This is an optimization exercise on Yosys and OpenROAD, whose aim is small area, not a production implementation. Function was checked by simulation only, so behaviour that the tests miss may differ from the original. Power figures rest on the tool's default switching activity, not on a simulated workload.

## design/flow/flow/run.sh

```bash
#!/bin/bash
# Layout flow: the standard synthesis, its combinational gates re-mapped for
# area (flip-flops kept as they are), then the standard layout with the
# smallest buffer on the ports.
set -euo pipefail
W=$PWD
R=$W/orfs/results/$FLOW_PLATFORM/tis_engine/base
L=$W/orfs/logs/$FLOW_PLATFORM/tis_engine/base
LIB=$FLOW_HOME/platforms/$FLOW_PLATFORM/lib/sky130_fd_sc_hd__tt_025C_1v80.lib

# 1. standard synthesis
bash standard.sh synth > $W/synth.log 2>&1
cp $R/1_2_yosys.v $W/std_synth.v

# 2. re-map the combinational gates
DU=$(grep -m1 '^abc -script' $L/1_2_yosys.log | grep -oE -- '-dont_use [^ ]+' | awk '{print $2}' | tr '\n' ' ')
ok=0
if bash flow/resyn.sh $W/std_synth.v $W/resyn.v $FLOW_TOP $LIB $W/flow/area.abc $W/resyn.log $DU > $W/resyn_run.log 2>&1; then
  ffs() { grep -oE 'sky130_fd_sc_hd__(df|edf|sdf|dl|sdl)[a-z0-9_]* +[^ ]+ *\(' "$1" | tr -s ' ' | sort; }
  if [[ -s $W/resyn.v ]] && diff <(ffs $W/std_synth.v) <(ffs $W/resyn.v) > $W/ff_diff.log 2>&1; then
    ok=1
  fi
fi
echo "resynthesis used: $ok" | tee $W/resyn_used.log
if [[ $ok == 1 ]]; then
  cp $W/resyn.v $R/1_2_yosys.v
  touch $R/1_2_yosys.v
fi

# 3. standard layout
export BUFFER_PORTS_ARGS="-buffer_cell sky130_fd_sc_hd__buf_1"
bash standard.sh finish > $W/layout.log 2>&1
```

## design/flow/config.mk

```make
export PLATFORM = sky130hd
export DESIGN_NAME = tis_engine
export DESIGN_NICKNAME = tis_engine
export VERILOG_FILES = /design/flow/design.v
export SDC_FILE = /design/flow/constraint.sdc
export NUM_CORES = 4
export LEC_CHECK = 0
export CAP_MARGIN = 20
export CORE_MARGIN = 2
export CORE_UTILIZATION = 40
export PLACE_DENSITY = 0.6
export SLEW_MARGIN = 20
```

## design/flow/flow/area.abc

```
strash
dch -f
amap
topo
```

## design/flow/design.v

```verilog
module tis_xport (
    input  wire        clk,
    input  wire        rst,
    input  wire        cfg_spi,
    input  wire        ms_tick,
    input  wire        go,           
    input  wire        wr,           
    input  wire [1:0]  kind,         
    input  wire [5:0]  plen,         
    input  wire [7:0]  pbyte,        
    input  wire        tclr,         
    output wire        done,         
    output reg         xerr,         
    output wire        ev_err,       
    output wire [1:0]  ev_ty,        
    output wire        rd_ack,       
    output wire        wr_ack,       
    output wire        wr_pend,      
    output wire [5:0]  pidx,         
    output wire        t_sleep,      
    output wire        bus_req,
    output reg         bus_rd,
    output reg         bus_last,
    output reg  [7:0]  bus_wdata,
    input  wire        bus_ack,
    input  wire [7:0]  bus_rdata,
    input  wire        bus_err,
    output wire        spi_lock,
    input  wire        spi_gnt,
    input  wire        irq
);
    localparam [2:0] X_IDLE = 3'd0, X_LOCK = 3'd1, X_PRE = 3'd2,
                     X_BEAT = 3'd3, X_RWAIT = 3'd4, X_DONE = 3'd5;
    localparam [2:0] P_I2CA = 3'd0,    
                     P_I2CW = 3'd1,    
                     P_I2CR = 3'd2,    
                     P_HDR  = 3'd3,    
                     P_STALL = 3'd4,   
                     P_SPIW = 3'd5,    
                     P_SPIR = 3'd6;    
    reg [2:0] xs;
    reg [2:0] ph;
    reg [5:0] idx;
    reg       ready;
    localparam [9:0] TM_2 = 10'h003, TM_100 = 10'h1f3, TM_750 = 10'h2e7;
    reg  [9:0] tms;
    wire t_spi = (tms == TM_100);
    wire t_irq = (tms == TM_750);
    assign t_sleep = (tms == TM_2);
    wire t_stop = cfg_spi ? t_spi : t_irq;
    wire [5:0] plen_k = (kind == 2'd2) ? plen : (kind == 2'd0) ? 6'd1 : 6'd4;
    wire [5:0] len_m1 = plen_k - 6'd1;
    wire       pend   = (idx == len_m1);
    assign pidx = idx;
    wire   pay_w = (ph == P_SPIW) || (ph == P_I2CW);
    wire   pay_r = (ph == P_SPIR) || (ph == P_I2CR);
    assign bus_req  = (xs == X_BEAT);
    assign spi_lock = cfg_spi && (xs == X_LOCK || xs == X_PRE || xs == X_BEAT);
    assign done     = (xs == X_DONE);
    wire ack = bus_req && bus_ack;
    assign rd_ack  = ack && pay_r;
    assign wr_ack  = ack && pay_w;
    assign wr_pend = (xs == X_PRE || xs == X_BEAT) && pay_w;
    always @(*) begin
        bus_rd    = 1'b0;
        bus_last  = pend;
        bus_wdata = pbyte;
        case (ph)
            P_I2CA: begin
                bus_wdata = {5'd0, kind[1], kind == 2'd3, kind[1] ^ kind[0]};
                bus_last  = !wr || (plen_k == 6'd0);
            end
            P_HDR: begin
                case (idx[1:0])
                    2'd0: bus_wdata = {~wr, 1'b1, len_m1};
                    2'd1: bus_wdata = 8'hD4;
                    2'd2: bus_wdata = {4'd0, {4{kind == 2'd3}}};
                    default: bus_wdata = {2'b00, kind == 2'd2, kind == 2'd1, kind == 2'd1, kind == 2'd2, 2'b00};
                endcase
                bus_last = (idx[1:0] == 2'd3);
            end
            P_STALL: begin
                bus_rd   = 1'b1;
                bus_last = 1'b1;
            end
            P_I2CR, P_SPIR: bus_rd = 1'b1;
            default: ;
        endcase
    end
    wire start   = (xs == X_IDLE) && go;
    wire e_insuf = start && cfg_spi && (plen_k == 6'd0);
    wire e_io    = ack && bus_err;
    wire e_spi   = ack && !bus_err && (ph == P_STALL) && !bus_rdata[0] && t_spi;
    wire e_irq   = (xs == X_RWAIT) && !ready && t_irq;
    assign ev_err = e_insuf || e_io || e_spi || e_irq;
    assign ev_ty  = e_io ? 2'd3 : e_insuf ? 2'd2 : e_spi ? 2'd1 : 2'd0;
    always @(posedge clk) begin
        if (!cfg_spi && (start || e_io || e_irq))
            ready <= 1'b0;
        else if (irq && !cfg_spi)
            ready <= 1'b1;
    end
    wire hdr_end = ack && !bus_err && bus_last && (ph == P_I2CA || ph == P_I2CW || ph == P_HDR);
    always @(posedge clk) begin
        if (tclr || hdr_end)
            tms <= 10'd0;
        else if (ms_tick && !t_stop)
            tms <= {tms[8:0], ~(tms[9] ^ tms[6])};
    end
    always @(posedge clk) begin
        if (rst) begin
            xs <= X_IDLE;
        end else begin
            case (xs)
                X_IDLE: begin
                    idx <= 6'd0;
                    if (go) begin
                        xerr <= e_insuf;
                        if (e_insuf) begin
                            xs <= X_DONE;
                        end else if (cfg_spi) begin
                            ph <= P_HDR;
                            xs <= X_LOCK;
                        end else begin
                            ph <= P_I2CA;
                            xs <= X_PRE;
                        end
                    end
                end
                X_LOCK: begin
                    if (spi_gnt)
                        xs <= X_BEAT;
                end
                X_PRE: xs <= X_BEAT;
                X_BEAT: begin
                    if (bus_ack) begin
                        xs <= X_PRE;
                        if (bus_err) begin
                            xerr <= 1'b1;
                            xs   <= X_DONE;
                        end else if (!bus_last) begin
                            if (ph == P_I2CA)
                                ph <= P_I2CW;
                            else
                                idx <= idx + 6'd1;
                        end else begin
                            idx <= 6'd0;
                            case (ph)
                                P_I2CA, P_I2CW: xs <= X_RWAIT;
                                P_HDR:  ph <= P_STALL;
                                P_STALL: begin
                                    if (bus_rdata[0])
                                        ph <= wr ? P_SPIW : P_SPIR;
                                    else if (t_spi) begin
                                        xerr <= 1'b1;
                                        xs   <= X_DONE;
                                    end
                                end
                                default: xs <= X_DONE;
                            endcase
                        end
                    end
                end
                X_RWAIT: begin
                    if (ready) begin
                        if (wr) begin
                            xs <= X_DONE;
                        end else begin
                            ph <= P_I2CR;
                            xs <= X_PRE;
                        end
                    end else if (t_irq) begin
                        xerr <= 1'b1;
                        xs   <= X_DONE;
                    end
                end
                default: xs <= X_IDLE;  
            endcase
        end
    end
endmodule
module tis_engine (
    input  wire        clk,
    input  wire        rst,           
    input  wire        cfg_spi,       
    input  wire        ms_tick,       
    input  wire        cmd_valid,
    input  wire [31:0] cmd_word,
    output wire        busy,
    output wire        done,
    output reg  [3:0]  res_code,
    output reg  [2:0]  res_sub,
    output reg  [31:0] res_val,
    output wire        cmd_rd_en,
    output wire [23:0] cmd_rd_addr,
    input  wire [7:0]  cmd_rd_data,
    output wire        rsp_wr_en,
    output wire [23:0] rsp_wr_addr,
    output wire [7:0]  rsp_wr_data,
    output wire        bus_req,
    output wire        bus_rd,
    output wire        bus_last,
    output wire [7:0]  bus_wdata,
    input  wire        bus_ack,
    input  wire [7:0]  bus_rdata,
    input  wire        bus_err,
    input  wire [7:0]  bus_err_code,
    output wire        spi_lock,
    input  wire        spi_gnt,
    input  wire        irq
);
    localparam [4:0]
        S_IDLE   = 5'd0,  S_FIN    = 5'd1,
        S_RL_RD0 = 5'd2,  S_RL_WR  = 5'd3,  S_RL_RD  = 5'd4,  S_RL_SLP = 5'd5,
        S_PR_RD  = 5'd6,  S_WC_RD  = 5'd7,  S_WC_WR  = 5'd8,
        S_GB_RD  = 5'd9,  S_GB_SLP = 5'd10,
        S_WB_WR  = 5'd11, S_GO_WR  = 5'd12,
        S_RB_RD1 = 5'd13, S_RB_RD  = 5'd14,
        S_CL_RD  = 5'd15, S_CL_WR  = 5'd16,
        S_REL_RD = 5'd17, S_REL_WR = 5'd18;
    localparam [1:0] K_ACCESS = 2'd0, K_STS = 2'd1, K_FIFO = 2'd2, K_DID = 2'd3;
    reg [4:0]  st;
    reg        started;        
    reg        c_probe, c_sd, c_rel, rx;
    reg        rel_force, rel2, errp, sh_mis;
    reg [1:0]  tries;
    reg [10:0] tlong;          
    reg [23:0] arg;            
    reg [23:0] ptr;            
    reg [5:0]  bst;            
    reg        f1, f2, fx;     
    assign busy = (st != S_IDLE);
    assign done = (st == S_FIN);
    reg        x_go, x_wr;
    reg [1:0]  x_kind;
    reg [7:0]  x_const;
    always @(*) begin
        x_go = 1'b1; x_wr = 1'b0; x_kind = K_ACCESS; x_const = 8'h00;
        case (st)
            S_RL_RD0, S_RL_RD, S_REL_RD: ;
            S_RL_WR:  begin x_wr = 1'b1; x_const = 8'h02; end
            S_REL_WR: begin x_wr = 1'b1; x_const = 8'h20; end
            S_WC_RD, S_GB_RD, S_CL_RD: x_kind = K_STS;
            S_WC_WR, S_CL_WR: begin x_wr = 1'b1; x_kind = K_STS; x_const = 8'h40; end
            S_GO_WR:  begin x_wr = 1'b1; x_kind = K_STS; x_const = 8'h20; end
            S_PR_RD:  x_kind = K_DID;
            S_WB_WR:  begin x_wr = 1'b1; x_kind = K_FIFO; end
            S_RB_RD1, S_RB_RD: x_kind = K_FIFO;
            default:  x_go = 1'b0;
        endcase
    end
    wire       x_done, x_err, ev_err, rd_ack, wr_ack, wr_pend, t_sleep;
    wire [1:0] ev_ty;
    wire [5:0] pidx;
    reg  [7:0] pbyte;
    reg        sleep_go;
    tis_xport u_xport (
        .clk(clk), .rst(rst), .cfg_spi(cfg_spi), .ms_tick(ms_tick),
        .go(x_go), .wr(x_wr), .kind(x_kind), .plen(bst), .pbyte(pbyte), .tclr(sleep_go),
        .done(x_done), .xerr(x_err), .ev_err(ev_err), .ev_ty(ev_ty),
        .rd_ack(rd_ack), .wr_ack(wr_ack), .wr_pend(wr_pend), .pidx(pidx), .t_sleep(t_sleep),
        .bus_req(bus_req), .bus_rd(bus_rd), .bus_last(bus_last), .bus_wdata(bus_wdata),
        .bus_ack(bus_ack), .bus_rdata(bus_rdata), .bus_err(bus_err),
        .spi_lock(spi_lock), .spi_gnt(spi_gnt), .irq(irq)
    );
    wire x_ok = !x_err;
    wire fifo = (x_kind == K_FIFO);
    reg [7:0] sd_cmd, sd_rsp;
    always @(*) begin
        case (ptr[3:0])
            4'd0: sd_cmd = 8'h80;  4'd1: sd_cmd = 8'h01;
            4'd5: sd_cmd = 8'h0C;  4'd8: sd_cmd = 8'h01;
            4'd9: sd_cmd = 8'h45;  4'd11: sd_cmd = 8'h01;
            default: sd_cmd = 8'h00;
        endcase
        case (ptr[3:0])
            4'd0: sd_rsp = 8'h80;  4'd1: sd_rsp = 8'h01;
            4'd5: sd_rsp = 8'h0A;
            default: sd_rsp = 8'h00;
        endcase
    end
    always @(*) begin
        if (fifo)
            pbyte = c_sd ? sd_cmd : cmd_rd_data;
        else
            pbyte = (pidx == 6'd0) ? x_const : 8'h00;
    end
    assign cmd_rd_en   = wr_pend && fifo && !c_sd;
    assign cmd_rd_addr = ptr;
    assign rsp_wr_en   = rd_ack && fifo && !bus_err;
    assign rsp_wr_addr = ptr;
    assign rsp_wr_data = bus_rdata;
    wire [24:0] df    = {1'b0, arg} - {1'b0, ptr};
    wire        more  = !df[24] && (df[23:0] != 24'd0);      
    wire [5:0]  bsz   = rx ? bst : (bst - 6'd1);              
    wire        le    = (df[23:6] != 18'd0) || (bsz <= df[5:0]);
    wire [5:0]  chunk = le ? bsz : df[5:0];
    wire        ptr0  = (ptr == 24'd0);
    wire        m4 = rx && (ptr0 || more);
    wire        m3 = !rx && more && !ptr0;
    localparam [10:0] TL_2000 = 11'h3a7;
    wire        t_long = (tlong == TL_2000);
    wire        bad_first = (bst < 6'd10) || !le;
    reg         cg, ce;
    wire        too_long  = cg;
    wire        is_cr50 = (res_val == 32'h00281AE0);
    wire        is_ti50 = (res_val == 32'h504A6666);
    reg  [4:0] nst;
    reg        raise;           
    reg        res_we;          
    reg  [3:0] n_code;
    reg  [2:0] n_sub;
    reg        rv_ld;           
    reg        rv_ptr;          
    reg  [7:0] rv_lo;
    reg        tl_clr, ptr_clr, arg_cmd, arg_10, arg_rv, bst_ld;
    reg        tries_ld, rf_ld, rf_n, rel2_set, start_set, cmd_acc;
    wire       e_go = c_probe ? 1'b0 : 1'b1;   
    wire [4:0] err_st   = c_probe ? S_REL_RD : S_CL_RD;
    wire [4:0] after_rl = c_probe ? S_PR_RD : S_WC_RD;
    always @(*) begin
        nst = st;
        raise = 1'b0; res_we = 1'b0; n_code = 4'd0; n_sub = 3'd0;
        rv_ld = 1'b0; rv_ptr = 1'b0; rv_lo = 8'd0;
        tl_clr = 1'b0; ptr_clr = 1'b0; arg_cmd = 1'b0; arg_10 = 1'b0; arg_rv = 1'b0;
        bst_ld = 1'b0; tries_ld = 1'b0; rf_ld = 1'b0; rf_n = 1'b1; rel2_set = 1'b0;
        start_set = 1'b0; cmd_acc = 1'b0; sleep_go = 1'b0;
        if (ev_err && !errp) begin
            res_we = 1'b1;
            rv_ld  = 1'b1;
            case (ev_ty)
                2'd0: begin n_code = 4'd1; n_sub = 3'd1; end
                2'd1: begin n_code = 4'd1; n_sub = 3'd2; end
                2'd2: n_code = 4'd5;
                default: begin n_code = 4'd7; rv_lo = bus_err_code; end
            endcase
        end
        case (st)
            S_IDLE: if (cmd_valid) begin
                cmd_acc = 1'b1;
                arg_cmd = 1'b1;
                ptr_clr = 1'b1;
                tl_clr  = 1'b1;
                rf_ld   = 1'b1;
                rf_n    = cmd_word[0];
                res_we  = 1'b1; n_code = 4'd8; rv_ld = 1'b1;
                nst     = S_FIN;
                case (cmd_word[31:24])
                    8'h01, 8'h05: if (cmd_word[23:0] == 24'd0 && !started) nst = S_RL_RD0;
                    8'h02: if (!started) nst = S_RL_RD0;
                    8'h03: if (started) nst = S_GB_RD;
                    8'h04: if (cmd_word[23:1] == 23'd0) nst = S_REL_RD;
                    default: ;
                endcase
            end
            S_RL_RD0: if (x_done) begin
                tl_clr = 1'b1;
                if (x_ok && f1) nst = after_rl;
                else            nst = S_RL_WR;
            end
            S_RL_WR: if (x_done) begin
                tries_ld = 1'b1;
                if (x_err) raise = 1'b1;
                else       nst = S_RL_RD;
            end
            S_RL_RD: if (x_done) begin
                tl_clr = 1'b1;
                if (x_ok && f1) nst = after_rl;
                else if (tries != 2'd3) begin
                    sleep_go = 1'b1;
                    nst = S_RL_SLP;
                end else begin
                    raise = 1'b1; res_we = 1'b1; n_code = 4'd1; n_sub = 3'd3; rv_ld = 1'b1;
                end
            end
            S_RL_SLP: if (t_sleep) nst = S_RL_RD;
            S_PR_RD: if (x_done) begin
                if (x_err) raise = 1'b1;
                else if (is_cr50 || is_ti50) begin
                    res_we = 1'b1; rv_ld = 1'b1; rv_lo = {7'd0, is_ti50};
                    nst = S_FIN;
                end else begin
                    raise = 1'b1; res_we = 1'b1; n_code = 4'd6;
                end
            end
            S_WC_RD: if (x_done) begin
                ptr_clr = 1'b1;
                tl_clr  = x_ok && f2;
                if (x_ok && f2) nst = S_GB_RD;
                else if (t_long) begin
                    raise = 1'b1; res_we = 1'b1; n_code = 4'd1; n_sub = 3'd5; rv_ld = 1'b1;
                end else nst = S_WC_WR;
            end
            S_WC_WR: if (x_done) nst = S_WC_RD;
            S_GB_RD: if (x_done) begin
                bst_ld = 1'b1;
                if (!(x_ok && f1)) begin
                    sleep_go = 1'b1;
                    nst = S_GB_SLP;
                end else if (rx && ptr0) begin
                    if (bad_first) begin
                        raise = 1'b1; res_we = 1'b1; n_code = 4'd3; n_sub = 3'd1; rv_ld = 1'b1;
                    end else nst = S_RB_RD1;
                end else if (more) begin
                    nst = rx ? S_RB_RD : S_WB_WR;
                end else if (fx) begin
                    raise = 1'b1; res_we = 1'b1; n_code = 4'd3; n_sub = rx ? 3'd3 : 3'd2; rv_ld = 1'b1;
                end else if (rx) begin
                    rf_ld = 1'b1; rf_n = 1'b0;
                    nst = S_REL_RD;
                end else nst = S_GO_WR;
            end
            S_GB_SLP: if (t_sleep) begin
                if (t_long) begin
                    raise = 1'b1; res_we = 1'b1; n_code = 4'd1; n_sub = 3'd4; rv_ld = 1'b1;
                end else nst = S_GB_RD;
            end
            S_WB_WR, S_RB_RD: if (x_done) begin
                tl_clr = 1'b1;
                if (x_err) raise = 1'b1;
                else       nst = S_GB_RD;
            end
            S_GO_WR: if (x_done) begin
                tl_clr  = 1'b1;
                ptr_clr = 1'b1;
                arg_10  = 1'b1;
                if (x_err) raise = 1'b1;
                else if (c_sd) nst = S_GB_RD;
                else begin
                    start_set = 1'b1;
                    res_we = 1'b1; rv_ld = 1'b1;
                    nst = S_FIN;
                end
            end
            S_RB_RD1: if (x_done) begin
                tl_clr = 1'b1;
                if (x_err) raise = 1'b1;
                else if (too_long) begin
                    raise = 1'b1; res_we = 1'b1; n_code = 4'd4;
                end else begin
                    arg_rv = 1'b1;
                    nst = S_GB_RD;
                end
            end
            S_CL_RD: if (x_done) begin
                if (x_ok && f2) nst = S_CL_WR;
                else            nst = S_REL_RD;
            end
            S_CL_WR: if (x_done) nst = S_REL_RD;
            S_REL_RD, S_REL_WR: if (x_done) begin
                if (st == S_REL_RD && x_ok && (rel_force || f2))
                    nst = S_REL_WR;
                else if (c_sd && !rel2) begin
                    rel2_set = 1'b1;
                    rf_ld = 1'b1;
                    nst = S_REL_RD;
                end else begin
                    nst = S_FIN;
                    if (!errp) begin
                        res_we = 1'b1; rv_ld = 1'b1;
                        rv_ptr = !(c_sd || c_rel);
                        if (c_sd && sh_mis) begin
                            n_code = 4'd3; n_sub = 3'd4;
                        end
                    end
                end
            end
            default: nst = S_IDLE;  
        endcase
        if (raise) begin
            nst   = err_st;
            rf_ld = 1'b1;
            rf_n  = 1'b1;
        end
    end
    wire rd_fifo1 = rd_ack && fifo && (st == S_RB_RD1);
    wire       hdr_byte = (pidx[5:3] == 3'd0) && (pidx[2:1] != 2'd0) && (pidx[2:1] != 2'd3);
    wire [7:0] cap_byte = (pidx[2:0] == 3'd3) ? arg[23:16] :
                          (pidx[2:0] == 3'd4) ? arg[15:8] :
                          (pidx[2:0] == 3'd5) ? arg[7:0] : 8'd0;
    always @(posedge clk) begin
        if (rst) begin
            st      <= S_IDLE;
            started <= 1'b0;
        end else begin
            st <= nst;
            if (start_set)
                started <= 1'b1;
            else if (cmd_acc && cmd_word[31:24] == 8'h03)
                started <= 1'b0;
        end
        if (cmd_acc) begin
            c_probe <= (cmd_word[31:24] == 8'h01);
            c_sd    <= (cmd_word[31:24] == 8'h05);
            c_rel   <= (cmd_word[31:24] == 8'h04);
            rx      <= (cmd_word[31:24] == 8'h03);
            rel2    <= 1'b0;
        end else begin
            if (arg_10) rx <= 1'b1;
            if (rel2_set) rel2 <= 1'b1;
        end
        if (cmd_acc)       errp <= 1'b0;
        else if (raise)    errp <= 1'b1;
        if (rf_ld) rel_force <= rf_n;
        if (tries_ld)      tries <= 2'd1;
        else if (sleep_go) tries <= tries + 2'd1;
        if (tl_clr)                 tlong <= 11'd0;
        else if (ms_tick && !t_long) tlong <= {tlong[9:0], ~(tlong[10] ^ tlong[8])};
        if (ptr_clr)                        ptr <= 24'd0;
        else if ((rd_ack || wr_ack) && fifo) ptr <= ptr + 24'd1;
        if (arg_cmd)     arg <= {cmd_word[23:4], cmd_word[3:2] | {2{cmd_word[26] & ~cmd_word[25]}}, cmd_word[1:0]};
        else if (arg_10) arg <= 24'd10;
        else if (arg_rv) arg <= res_val[23:0];
        if (bst_ld)      bst <= chunk;
        else if (rd_ack && x_kind == K_STS && pidx[1:0] == 2'd1) bst <= bus_rdata[5:0];
        if (rd_ack) begin
            if (x_kind == K_ACCESS) begin
                f1 <= bus_rdata[7] & bus_rdata[5];
                f2 <= bus_rdata[7] & bus_rdata[2];
            end else if (pidx[1:0] == 2'd0) begin
                f1 <= bus_rdata[7] && (!m4 || bus_rdata[4]) && (!m3 || bus_rdata[3]);
                f2 <= bus_rdata[6];
                fx <= rx ? bus_rdata[4] : bus_rdata[3];
            end else if (pidx[1:0] == 2'd1) begin
                if (bus_rdata[7:6] != 2'd0 || bus_rdata[5:0] == 6'd0) f1 <= 1'b0;
            end else if (pidx[1:0] == 2'd2) begin
                if (bus_rdata != 8'd0) f1 <= 1'b0;
            end
        end
        if (rd_fifo1 && (pidx == 6'd2 || (ce && hdr_byte))) begin
            cg <= (bus_rdata > cap_byte);
            ce <= (bus_rdata == cap_byte);
        end
        if (cmd_acc)
            sh_mis <= 1'b0;
        else if (rd_ack && fifo && c_sd && ptr[23:4] == 20'd0 && ptr[3:0] < 4'd10 &&
                 bus_rdata != sd_rsp)
            sh_mis <= 1'b1;
        if (res_we) begin
            res_code <= n_code;
            res_sub  <= n_sub;
        end
    end
    wire did_rd = rd_ack && (x_kind == K_DID);
    wire [31:0] rv_n = rv_ptr ? {8'd0, ptr} : {24'd0, rv_lo};
    genvar gk;
    generate
        for (gk = 0; gk < 4; gk = gk + 1) begin : g_rv
            wire be = (did_rd && pidx[1:0] == gk) ||
                      (rd_fifo1 && pidx == (6'd5 - gk));
            always @(posedge clk) begin
                if (rv_ld)
                    res_val[8*gk +: 8] <= rv_n[8*gk +: 8];
                else if (be)
                    res_val[8*gk +: 8] <= bus_rdata;
            end
        end
    endgenerate
endmodule
```

## design/flow/flow/resyn.sh

```bash
#!/bin/bash
# Re-map the combinational gates of a synthesized netlist with an area-oriented
# ABC run. Flip-flop and tie-cell instances are kept as they are (same names,
# same cell types); only the gates between them are re-mapped.
# usage: resyn.sh IN.v OUT.v TOP LIB ABC_SCRIPT LOG [dont_use cells...]
set -euo pipefail
IN=$1; OUT=$2; TOP=$3; LIB=$4; ABCS=$5; LOG=$6; shift 6
DU=""
for c in "$@"; do DU="$DU -dont_use $c"; done
KEEP=$(grep -oE 'sky130_fd_sc_hd__(df|edf|sdf|dl|sdl|conb)[a-z0-9_]*' "$IN" | sort -u | tr '\n' ' ')
D=$(dirname "$OUT")
cat > "$D/resyn1.ys" <<EOY
read_liberty -ignore_miss_func $LIB
read_verilog $IN
hierarchy -top $TOP
blackbox $KEEP
flatten
opt -purge
abc -liberty $LIB -script $ABCS $DU
opt_clean -purge
hilomap -singleton -hicell sky130_fd_sc_hd__conb_1 HI -locell sky130_fd_sc_hd__conb_1 LO
insbuf -buf sky130_fd_sc_hd__buf_1 A X
splitnets
opt_clean -purge
select $TOP
write_verilog -noattr -nohex -nodec -selected $OUT.tmp
EOY
cat > "$D/resyn2.ys" <<EOY
read_liberty -lib $LIB
read_verilog $OUT.tmp
hierarchy -top $TOP
opt_clean -purge
check -assert
stat -liberty $LIB
write_verilog -noattr -nohex -nodec $OUT
EOY
yosys -s "$D/resyn1.ys" > "$LOG" 2>&1 || { tail -30 "$LOG"; exit 1; }
yosys -s "$D/resyn2.ys" >> "$LOG" 2>&1 || { tail -30 "$LOG"; exit 1; }
```

## design/flow/standard.sh

```bash
#!/bin/bash
# synth_recipe.tcl (not shown) runs the flow's synth.tcl, then flattens the netlist and writes it again
# the make line also repeats each setting of config.mk as NAME=value (left out here)
make -C /OpenROAD-flow-scripts/flow DESIGN_CONFIG=/design/flow/config.mk WORK_HOME=/design/flow/orfs CLKGATE_MAP_FILE= SYNTH_SCRIPT=/design/flow/synth_recipe.tcl "${@:-finish}"
```

## design/flow/constraint.sdc

```tcl
create_clock -name core_clock -period 10.0 [get_ports {clk}]
set_input_delay 2.0000 -clock core_clock [delete_from_list [all_inputs] [get_ports {clk}]]
set_output_delay 2.0000 -clock core_clock [all_outputs]
set_load 0.01 [all_outputs]
```

==> results of run 1 <==
[power by group through the flow]
stage	Sequential, W	Combinational, W	Clock, W
2_1_floorplan	0.000992	0.000885	0
3_3_place_gp	0.00106	0.00128	0
3_5_place_dp	0.00106	0.00127	0
4_1_cts	0.00105	0.00128	0.000724
5_1_grt	0.00106	0.00143	0.000749
6_report	0.00105	0.00131	0.000717
[cells in the final DEF, fill, tap and decap left out, types with 17 or more instances in the layout]
cell type and count:
o22ai_1 40, a22o_1 17, buf_1 175, clkbuf_16 17
nor2_1 295, dfxtp_1 67, nor3_1 76, nand3_1 30
o21ai_0 85, o221ai_1 31, clkinv_1 212, a21oi_1 64
edfxtp_1 89, a211oi_1 30, nand2_1 111, nor4_1 26
[area by class of cell]
| type | instances | area (sq um) |
|---|---|---|
| fillers | 2698 | 14000 |
| multi-input cells | 1014 | 5500 |
| flip-flops and latches | 156 | 4010 |
| inverters | 212 | 796 |
| repair buffers | 180 | 694 |
| clock buffers | 17 | 425 |
| well taps | 335 | 419 |
| clock inverters | 15 | 221 |
[worst max-delay path, cell delays in order (launching register included)]
cell and delay (ns):
dfxtp_1 0.49, clkinv_1 0.32, o22ai_1 0.31, nand2_1 0.09
o21ai_0 0.10, nand2_1 0.15, a211oi_1 0.22, nor2_1 0.12
o31ai_1 0.39, nor2_1 0.20, nor4b_1 0.38, or2_0 0.25
nor3_1 0.06, a211oi_1 0.18, nor2_1 0.06, nand4bb_1 0.23
nor2_1 0.10, nand2_1 0.24, clkinv_1 0.31, o221ai_1 0.47
clkinv_1 0.16, or4_1 0.53, a21oi_1 0.13, o211ai_1 0.31
clkinv_1 0.19, o221ai_1 0.45
[sequential cells by signal (all words and copies together), names as in the netlist, 2 cells and up]
signal,cells
ptr,24
res_val,32
bst,6
u_xport.kind,2
res_sub,3
u_xport.xs,3
tries,2
u_xport.idx,6
u_xport.tms,10
tlong,11
arg,24
st,5
res_code,4
x_const,3
u_xport.ph,3
[layer usage]
metal	track usage	up-vias	share of wire
met3	0.0454	105	0.072
met5	0	-	0
met1	0.398	5521	0.43
met4	0.123	0	0.044
met2	0.481	574	0.46
li1	-	5519	-
[through the flow]
stage	hold WS, ns	cell area [sq um]	setup slack [ns]	utilization
finish	0.455	12100	3.12	0.463
global route	0.481	12100	2.55	0.463
CTS	0.454	12100	3.27	0.463
detailed placement	0.444	11400	3.29	0.438
global placement	0.431	11400	3.42	0.438
floorplan	0.421	10600	4.41	-
[final timing paths]
check               from     endpoint  cells past startpoint
setup / recovery  ptr[1]  res_val[18]                     25
hold / removal    sh_mis       sh_mis                      2
setup reg to reg  ptr[1]  res_val[18]                     25
hold reg to reg   sh_mis       sh_mis                      2
==> reports/qor.txt, run 1 <==
VDD IR max: 0.132 mV
DP HPWL: 34.4 mm
Startpoint Class: flop
Required time of the worst setup path: 10.02 ns
Vias: 11700
Clk network pwr share: 0.233
Sw Pwr: 0.00141 W
Share of cells above drive strength 1: 0.0245
Root buffer cell: clkbuf_16
Initial core utilization: 0.407
Clock tree buffer depth: 2
Setup TNS: 0 ns
CP Data Arrival Time: 6.90 ns
Crit path max fanout: 9
Setup Skew: 0.0148 ns
Slew Viols, Final: 0
Cells after synthesis: 1470
Die Height: 167 um
Sequential share of power: 0.342
IO Count: 176
Total track usage: 0.297
Ratio of routed vias to standard cells: 6.08
Fin crit share: 0.688
Largest net degree at the start of global routing: 41
NumNets Final: 1646
1st-iter DRT viols: 1463
Setup crit end kind: flop
Post-CTS resize count: 0
Combinational power share: 0.425
Residual DRC: 0
Synth-to-layout area growth: 13.7%
Max_cap viols: 0
Hold Vio Cnt, Final: 0
Switching share of power: 0.458
LEAKAGE: 3.87 nW
Port Buffers: 175
Wire per inst: 22.2 um
Fin crit period: 6.88 ns
Gr ovfl total: 0
Status: no timing/DRC/antenna violations
CP Class: flop to flop
Max-Slew Margin vs Limit: 0.272
Fmax: 145 MHz
Die area: 27900 sq um
Synthesized Nets: 1535
Internal: 0.00167 W
Vias in the first global route: 10700
ANT nets after route: 0
Clock Pin Slew Worst Setup and Hold Paths: 0.08 ns
First-pass GRT wire length: 63.9 mm
Hold_buf cts: 0
Antenna cell count: 0
Die X: 167 um
Clock Latency Late Sink: 0.44 ns
Unrepaired setup endpoints after global routing: no
Fin cells: 1929
# clock sinks: 156
Setup bufs post-CTS: 0
H-tree levels: 4
Hold Path Class: flop to flop
Core Area: 26100 sq um
Design Power: 0.00308 W
CTS tree: done
Placed Cells: 1897
FF-to-FF setup slack: 3.12 ns
Inserted Clock Buffers: 17
GPL Wtd Cong: 1.02
Ys Warns: 2
Mean post-synth cell area: 7.22 sq um
# rows: 59
Detailed Route WL: 42.8 mm
Setup violations, final: 0
Mapped Area: 10600 sq um
Drt pass-1 iters: 6
Cell Pwr Density: 255 nW/um^2
Slew of the pin with the lowest slew margin: 1.08 ns
Initial antenna violation count: 1
==> inputs of run 2 (changes only) <==
==> design/flow/run.sh (new file) <==
#!/bin/bash
# synth_recipe.tcl (not shown) runs the flow's synth.tcl, then flattens the netlist and writes it again
# the make line also repeats each setting of config.mk as NAME=value (left out here)
make -C /OpenROAD-flow-scripts/flow DESIGN_CONFIG=/design/flow/config.mk WORK_HOME=/design/flow/orfs CLKGATE_MAP_FILE= SYNTH_SCRIPT=/design/flow/synth_recipe.tcl finish
removed: design/flow/flow/run.sh
removed: design/flow/flow/area.abc
removed: design/flow/flow/resyn.sh
removed: design/flow/standard.sh
==> reports/qor.txt, run 2 <==
Sequential share of power: 0.319 (-0.023)
Largest net degree at the start of global routing: 37 (-9.8%)
Worst path depth: 21 (-16%)
Residual DRC: 0 (unchanged)
Family with the most delay on the worst path: compound AO/OA/AOI/OAI gates
Buffers & Inverters on Critical Path: 3 (-1)
Share of cells above drive strength 1: 0.0466 (+0.0221)
Inserted Clock Buffers: 17 (unchanged)
Post-synthesis xor/xnor area fraction: 0.0388
Fin crit share: 0.590 (-0.0977)
R2r endpoint: u_xport.kind[1]
Clk network pwr share: 0.177 (-0.056)
NumNets Final: 1701 (+3.3%)
Ratio of routed vias to standard cells: 6.18 (+1.7%)
Synthesized Nets: 1606 (+4.6%)
Simple-gate portion of the synthesized area: 0.243
Initial core utilization: 0.409 (+0.00194)
Most frequent cells in the layout: clkdlybuf4s50_1, nor2_1, nand2_1
Setup violations, final: 0 (unchanged)
Startpoint Class: flop
# clock sinks: 156 (unchanged)
Root buffer cell: clkbuf_16
Synth top area share: 0.219
Hold Path Class: flop to flop
Top cells by count, synth: nor2_1, nand2_1, a21oi_1, edfxtp_1, o21ai_0
Drt pass-1 iters: 5 (-1)
Mux cell area share after synthesis: 0.0261
Unrepaired setup endpoints after global routing: no
Max_cap viols: 0 (unchanged)
Fmax: 169 MHz (+17%)
Antenna cell count: 0 (unchanged)
Sw Pwr: 0.00164 W (+16%)
Required time of the worst setup path: 10.27 ns (+0.25 ns)
CTS tree: done
Port Buffers: 175 (unchanged)
Internal: 0.00203 W (+22%)
Largest regs: res_val x32, arg x24, ptr x24
Crit path from: ptr[6]
Clock Latency Late Sink: 0.44 ns (about the same)
Post-CTS resize count: 0 (unchanged)
Multi-input gate area: 7380 sq um (+34%)
Setup TNS: 0 ns (unchanged)
Post-synth EDFFs: 89
Post-synth top area cell: edfxtp_1
#FFs+latches synth: 156
First-pass GRT wire length: 69.3 mm (+8.5%)
IO Count: 176 (unchanged)
Worst R2R Path Depth: 21 (-16%)
Synth Area in Compound Gates: 0.232
Initial antenna violation count: 0 (-1)
Crit path max fanout: 9 (unchanged)
Most common cell in the netlist: nor2_1
Crit-path cells: inv_1 -> ha_1 -> a21oi_1 -> o22ai_1 -> a311oi_1 -> a21oi_1 -> a2111oi_0 -> nand4_1 -> or4_4 -> o31ai_4 -> inv_1 -> ha_1 -> o21ai_0 -> a22o_1 -> a21o_1 -> a21oi_1 -> mux2i_1 -> a211o_1 -> inv_1 -> mux2i_1 -> o32ai_1
Gr ovfl total: 0 (unchanged)
VDD IR max: 0.134 mV (+1.5%)
DP HPWL: 35.6 mm (+3.5%)
Synth area leaders: edfxtp_1, dfxtp_1, ha_1
Max-Slew Margin vs Limit: 0.250 (-0.0219)
FF-to-FF setup slack: 4.10 ns (+0.98 ns)
LEAKAGE: 5.38 nW (+39%)
Cell Pwr Density: 252 nW/um^2 (-1.2%)
Max FFs per register: 32 (unchanged)
Most common cell after layout, fill and taps aside: clkdlybuf4s50_1
Setup Skew: 0.0216 ns (+0.00684 ns)
CP Data Arrival Time: 6.17 ns (-0.73 ns)
CP Class: flop to flop
Fin crit period: 5.90 ns (-0.977 ns)
Synth cell types: 89
Wire per inst: 23.3 um (+5.2%)
Biggest register: res_val
Slowest CP cell: or4_4
FILL cells: 2920 (+8.2%)
Slew Viols, Final: 0 (unchanged)
Register area share after synthesis: 0.329
Core Area: 29800 sq um (+14%)
Async S/R FF share, synth: 0
Die Height: 179 um (+7.0%)
Vias: 12200 (+4.2%)
ANT nets after route: 0 (unchanged)
Slew of the pin with the lowest slew margin: 1.11 ns (+0.0326 ns)
Switching share of power: 0.447 (-0.0110)
Largest family of logic cells by synthesized area: simple AND/OR/NAND/NOR gates
Die X: 179 um (+7.0%)
CP endpoint: u_xport.kind[1]
Combinational power share: 0.504 (+0.079)
GPL Wtd Cong: 0.987 (-3.3%)
Detailed Route WL: 46.1 mm (+7.9%)
Commonest register cell after synthesis: edfxtp_1
Status: no timing/DRC/antenna violations
Die area: 31900 sq um (+15%)
Clock Pin Slew Worst Setup and Hold Paths: 0.08 ns (about the same)
1st-iter DRT viols: 1310 (-10%)
Critical path's largest stage delay: 0.65 ns (+0.12 ns)
R2R Path Start: ptr[6]
Cells after synthesis: 1480 (+0.68%)
Total track usage: 0.288 (-0.00913)
Setup bufs post-CTS: 0 (unchanged)
Register area: 4010 sq um (unchanged)
Clock tree buffer depth: 2 (unchanged)
Mean post-synth cell area: 8.24 sq um (+14%)
Hold Vio Cnt, Final: 0 (unchanged)
# rows: 63 (+6.8%)
Design Power: 0.00367 W (+19%)
Vias in the first global route: 11200 (+5.0%)
H-tree levels: 4 (unchanged)
Synth-to-layout area growth: 19.3%
Setup crit end kind: flop
Hold_buf cts: 0 (unchanged)
Ys Warns: 2 (unchanged)
Fraction of the mapped netlist area in adder cells: 0.0632
Mapped Area: 12200 sq um (+15%)
[run 2: power by group through the flow]
stage               combinational (W)  sequential, W  clock (W)
floorplan                     0.00125        0.00107          0
global route                  0.00201        0.00118   0.000679
global placement              0.00181        0.00117          0
CTS                           0.00182        0.00116   0.000654
finish                        0.00185        0.00117   0.000649
detailed placement            0.00181        0.00117          0
[run 2: logic make-up after synthesis]
kind of cell               count (synthesis)
and+or+nand+nor                          585
AOI/OAI and AO/OA                        413
buffers and inverters                    180
DFF                                      156
adders and majority gates                 61
xor gates and xnor gates                  54
muxes                                     31
[run 2: tightest hold or removal path: stages (launching register included)]
cell,delay (ns)
dfxtp_1,0.32
nand2_1,0.06
a21oi_1,0.05
[run 2: through the flow]
step / worst slack (ns) / instance area, sq um / utilization / cells / hold WS [ns]
after global routing: 3.68 / 14500 / 0.488 / 1978 / 0.488
after detailed placement: 3.66 / 14000 / 0.469 / 1946 / 0.463
after CTS: 4.12 / 14500 / 0.488 / 1978 / 0.473
after global placement: 3.79 / 14000 / 0.469 / 1946 / 0.453
after floorplan: 4.76 / 12200 / - / 1480 / 0.439
final: 4.10 / 14500 / 0.488 / 1978 / 0.469
[run 2: worst min path at each step]
stage                    from             end  cells past startpoint  slack, ns
2_1_floorplan  u_xport.tms[3]  u_xport.tms[4]                      2       0.44
3_3_place_gp   u_xport.tms[3]  u_xport.tms[4]                      2       0.45
3_5_place_dp   u_xport.tms[3]  u_xport.tms[4]                      2       0.46
4_1_cts        u_xport.tms[3]  u_xport.tms[4]                      2       0.47
5_1_grt        u_xport.tms[3]  u_xport.tms[4]                      2       0.49
6_report       u_xport.tms[3]  u_xport.tms[4]                      2       0.47
[run 2: final cells by class]
type | instances | area share
clock inverters | 14 | 0.00937
flip-flops and latches | 156 | 0.276
well taps | 390 | 0.0335
clock buffers | 18 | 0.0295
inverters | 68 | 0.0175
repair buffers | 188 | 0.127
multi-input cells | 1144 | 0.507
[run 2: routing by layer]
metal  up-vias  track usage  part of all wire
met5         -            0                 0
met4         0        0.100             0.032
met3        86       0.0354             0.074
met2       582        0.454              0.45
met1      5907        0.406              0.45
li1       5641            -                 -

==> separate check: timing with driven ports <==
The flow's constraints put no driver on any port. The routed layouts listed below were extracted and timed again, unchanged, in two steps. Step 1, drivers: a clkbuf_16 drives clk and a buf_2 each remaining input, both assumed. Step 2 times the ports against the registers' clock, not the clock port: input delays grow and output delays shrink by t, the midpoint of the rising clock arrivals with the driver on. Slacks: ideal ports / drivers / drivers and shift; pairs: ideal ports / drivers.
run | shift t [ns] | setup WS [ns] | clock arrival spread, ns | slew at the worst register clock pin (ns) | cell pins on the clock port's net
run 1 | 0.483 | 3.123 / 3.123 / 3.123 | 0.014 / 0.015 | 0.08 / 0.08 | 1
run 2 | 0.478 | 4.100 / 4.100 / 3.764 | 0.022 / 0.022 | 0.08 / 0.08 | 1
After both steps setup and hold are still met in every run listed. For run 2, which loses most, drivers alone change the setup slack by 0.000 ns; drivers and shift together by -0.336 ns.
